This is an optimization exercise on Yosys and OpenROAD, whose aim is small area, a short achievable clock period and few clock cycles, not a production implementation.
In this exercise RTL edits were held to simulation tests only and were not proved equivalent to the original.
Power figures rest on the tool's default switching activity, not on a simulated workload.

==> inputs of branch sierra <==
## isaq_core
module isaq_core (
    input  wire        clk,
    input  wire        rst,           
    input  wire        start,
    input  wire [31:0] entry,
    input  wire [31:0] arg0,
    input  wire [31:0] arg1,
    input  wire [31:0] arg2,
    input  wire [31:0] arg3,
    output reg  [1:0]  run_state,     
    output wire [31:0] result,
    output reg  [3:0]  fault_code,
    output wire [31:0] fault_pc,
    output wire [31:0] fault_word,
    output wire [31:0] fault_addr,
    output wire [3:0]  flags,
    output wire [15:0] cnt_dp,
    output wire [15:0] cnt_mem,
    output wire [15:0] cnt_br,
    output wire [15:0] cnt_total,
    output wire [15:0] cnt_taken,
    output wire [15:0] cnt_nottaken,
    output wire [31:0] cache_hits,
    output wire [31:0] cache_misses,
    output wire [31:0] cache_requests,
    input  wire [3:0]  dbg_sel,
    output wire [31:0] dbg_rdata,
    output wire        mem_req,
    output wire        mem_we,
    output wire        mem_word,      
    output wire [31:0] mem_addr,
    output wire [31:0] mem_wdata,
    input  wire        mem_ack,
    input  wire [31:0] mem_rdata
);
clock: 13.0 ns
lec_check: 0
cap_margin: 20
core_margin: 2
core_utilization: 35
cts_buf_list: sky130_fd_sc_hd__clkbuf_4 sky130_fd_sc_hd__clkbuf_8
place_density: 0.6
setup_slack_margin: 5
slew_margin: 20
standard.sh (not shown) runs the stock make flow with config.mk's settings and CLKGATE_MAP_FILE= SYNTH_SCRIPT=/design/flow/synth_recipe.tcl, a recipe that flattens the netlist after the stock synthesis.
==> flow/flow/run.sh <==
#!/bin/bash
set -euo pipefail
bash standard.sh SETUP_SLACK_MARGIN=6.5 \
    "BUFFER_PORTS_ARGS=-buffer_cell sky130_fd_sc_hd__buf_1" \
    finish > orfs_make.log 2>&1 || { tail -40 orfs_make.log; exit 1; }
tail -5 orfs_make.log
test -f out/final.def
==> branch umber: changes against branch sierra <==
--- a/flow/design.v
+++ b/flow/design.v
@@ -115,29 +115,16 @@
     wire d_mem = (iw[27:26] == 2'b01);
     wire d_dp  = (iw[27:26] == 2'b00) && !d_bx && !d_mul;
     wire d_br  = (iw[27:25] == 3'b101);
     wire op_mov = (f_op == 4'b1101);
     wire op_cmp = (f_op == 4'b1010);
     wire op_wr  = (f_op == 4'b0100) || (f_op == 4'b0010) || op_mov;
     wire [3:0] sel_c = d_mul ? iw[11:8] : iw[15:12];
-    wire [31:0] rf [0:15];
-    genvar g;
-    generate
-        for (g = 0; g < 15; g = g + 1) begin : g_rf
-            assign rf[g] = x[g];
-        end
-    endgenerate
-    assign rf[15] = pc;
     function [31:0] rreg(input [3:0] i);
-        integer k;
-        begin
-            rreg = 32'd0;
-            for (k = 0; k < 16; k = k + 1)
-                rreg = rreg | ({32{i == k[3:0]}} & rf[k]);
-        end
+        rreg = (i == 4'd15) ? pc : x[i];
     endfunction
     wire [31:0] pa = rreg(iw[19:16]);
     wire [31:0] pb = rreg(iw[3:0]);
     wire [31:0] pcc = rreg(sel_c);
     assign dbg_rdata = rreg(dbg_sel);
     wire        use_reg = iw[26] ? iw[25] : !iw[25];
     wire [31:0] imm     = iw[26] ? {20'd0, iw[11:0]} : {24'd0, iw[7:0]};
==> flow/flow/run.sh (replaced) <==
#!/bin/bash
set -euo pipefail
bash standard.sh SETUP_SLACK_MARGIN=6 \
    "BUFFER_PORTS_ARGS=-buffer_cell sky130_fd_sc_hd__buf_1" \
    finish > orfs_make.log 2>&1 || { tail -40 orfs_make.log; exit 1; }
tail -5 orfs_make.log
test -f out/final.def
==> flow/config.mk (replaced) <==
export PLATFORM = sky130hd
export DESIGN_NAME = isaq_core
export DESIGN_NICKNAME = isaq_core
export VERILOG_FILES = /design/flow/design.v
export SDC_FILE = /design/flow/constraint.sdc
export NUM_CORES = 4
export LEC_CHECK = 0
export CAP_MARGIN = 20
export CORE_MARGIN = 2
export CORE_UTILIZATION = 30
export CTS_BUF_LIST = sky130_fd_sc_hd__clkbuf_4 sky130_fd_sc_hd__clkbuf_8
export PLACE_DENSITY = 0.55
export SETUP_SLACK_MARGIN = 5
export SLEW_MARGIN = 20
==> branch yarrow: changes against branch sierra <==
--- a/flow/design.v
+++ b/flow/design.v
@@ -115,29 +115,16 @@
     wire d_mem = (iw[27:26] == 2'b01);
     wire d_dp  = (iw[27:26] == 2'b00) && !d_bx && !d_mul;
     wire d_br  = (iw[27:25] == 3'b101);
     wire op_mov = (f_op == 4'b1101);
     wire op_cmp = (f_op == 4'b1010);
     wire op_wr  = (f_op == 4'b0100) || (f_op == 4'b0010) || op_mov;
     wire [3:0] sel_c = d_mul ? iw[11:8] : iw[15:12];
-    wire [31:0] rf [0:15];
-    genvar g;
-    generate
-        for (g = 0; g < 15; g = g + 1) begin : g_rf
-            assign rf[g] = x[g];
-        end
-    endgenerate
-    assign rf[15] = pc;
     function [31:0] rreg(input [3:0] i);
-        integer k;
-        begin
-            rreg = 32'd0;
-            for (k = 0; k < 16; k = k + 1)
-                rreg = rreg | ({32{i == k[3:0]}} & rf[k]);
-        end
+        rreg = (i == 4'd15) ? pc : x[i];
     endfunction
     wire [31:0] pa = rreg(iw[19:16]);
     wire [31:0] pb = rreg(iw[3:0]);
     wire [31:0] pcc = rreg(sel_c);
     assign dbg_rdata = rreg(dbg_sel);
     wire        use_reg = iw[26] ? iw[25] : !iw[25];
     wire [31:0] imm     = iw[26] ? {20'd0, iw[11:0]} : {24'd0, iw[7:0]};
==> flow/run.sh (new file) <==
#!/bin/bash
# synth_recipe.tcl (not shown) runs the flow's synth.tcl, then flattens the netlist and writes it again
# the make line also repeats each setting of config.mk as NAME=value (left out here)
make -C /OpenROAD-flow-scripts/flow DESIGN_CONFIG=/design/flow/config.mk WORK_HOME=/design/flow/orfs CLKGATE_MAP_FILE= SYNTH_SCRIPT=/design/flow/synth_recipe.tcl finish
==> flow/config.mk (replaced) <==
export PLATFORM = sky130hd
export DESIGN_NAME = isaq_core
export DESIGN_NICKNAME = isaq_core
export VERILOG_FILES = /design/flow/design.v
export SDC_FILE = /design/flow/constraint.sdc
export NUM_CORES = 4
export LEC_CHECK = 0
export CAP_MARGIN = 20
export CORE_MARGIN = 2
export CORE_UTILIZATION = 35
export PLACE_DENSITY = 0.6
export SETUP_SLACK_MARGIN = 5
export SLEW_MARGIN = 20
removed: flow/flow/run.sh
removed: flow/standard.sh
==> run summary <==
Number of rows in the core area: branch umber 209; branch sierra 193; branch yarrow 193
Mean instance size in the synthesized netlist: branch umber 11.3 um2; branch sierra 11.6 um2; branch yarrow 11.3 um2
Power spent charging and discharging nets: branch umber 10.1 mW; branch sierra 9.57 mW; branch yarrow 8.29 mW
Clock power frac: branch umber 20.6%; branch sierra 21.6%; branch yarrow 25.6%
Run status: branch umber no timing/DRC/antenna violations; branch sierra no timing/DRC/antenna violations; branch yarrow no timing/DRC/antenna violations
Root buf cell: branch umber sky130_fd_sc_hd__clkbuf_8; branch sierra sky130_fd_sc_hd__clkbuf_8; branch yarrow sky130_fd_sc_hd__clkbuf_16
Area fraction in compound gates after synthesis: branch umber 15.3%; branch sierra 15.4%; branch yarrow 15.3%
Count of cell types in the netlist: branch umber 102; branch sierra 97; branch yarrow 102
CP max stage cell: branch umber sky130_fd_sc_hd__fa_2; branch sierra sky130_fd_sc_hd__nand4_1; branch yarrow sky130_fd_sc_hd__nor2_2
First-pass GRT wire length: branch umber 736000 um; branch sierra 706000 um; branch yarrow 706000 um
P per Cell Area: branch umber 198 nW/um2; branch sierra 187 nW/um2; branch yarrow 172 nW/um2
H-tree level count: branch umber 5; branch sierra 5; branch yarrow 4
Fraction of the mapped netlist area in adder cells: branch umber 11.0%; branch sierra 11.1%; branch yarrow 11.0%
DIE AREA: branch umber 330000 um2; branch sierra 282000 um2; branch yarrow 283000 um2
Testbench counts of branch sierra, summed over its fixed seeds: cycles 52,044.
Testbench counts of branch umber, summed over its fixed seeds: cycles 52,044.
Testbench counts of branch yarrow, summed over its fixed seeds: cycles 52,044.

[re-timing with driven ports]
The results above use ideal ports. As a check the final layouts listed here were re-extracted and re-timed, cells and wires unchanged. Step 1 assumes that a clkbuf_16 drives the clock port and a buf_2 every other input. Step 2 times the ports against the registers' clock, not the clock port: input delays grow and output delays shrink by t, the midpoint of the rising clock arrivals with the driver on. Slacks: ideal ports / drivers / drivers and shift; pairs: ideal ports / drivers.
| run | t (ns) | setup WS [ns] | slew at the worst register clock pin (ns) | cell pins on the clock port's net |
|---|---|---|---|---|
| branch sierra | 1.065 | 5.475 / 5.349 / 4.537 | 0.08 / 0.08 | 1 |
| branch umber | 1.191 | 5.601 / 5.601 / 4.443 | 0.08 / 0.08 | 1 |
| branch yarrow | 0.996 | 4.729 / 4.685 / 3.688 | 0.07 / 0.07 | 1 |
After both steps every run listed still meets setup and hold. For branch umber, which loses most, drivers alone change the setup slack by 0.000 ns; drivers and shift together by -1.158 ns.
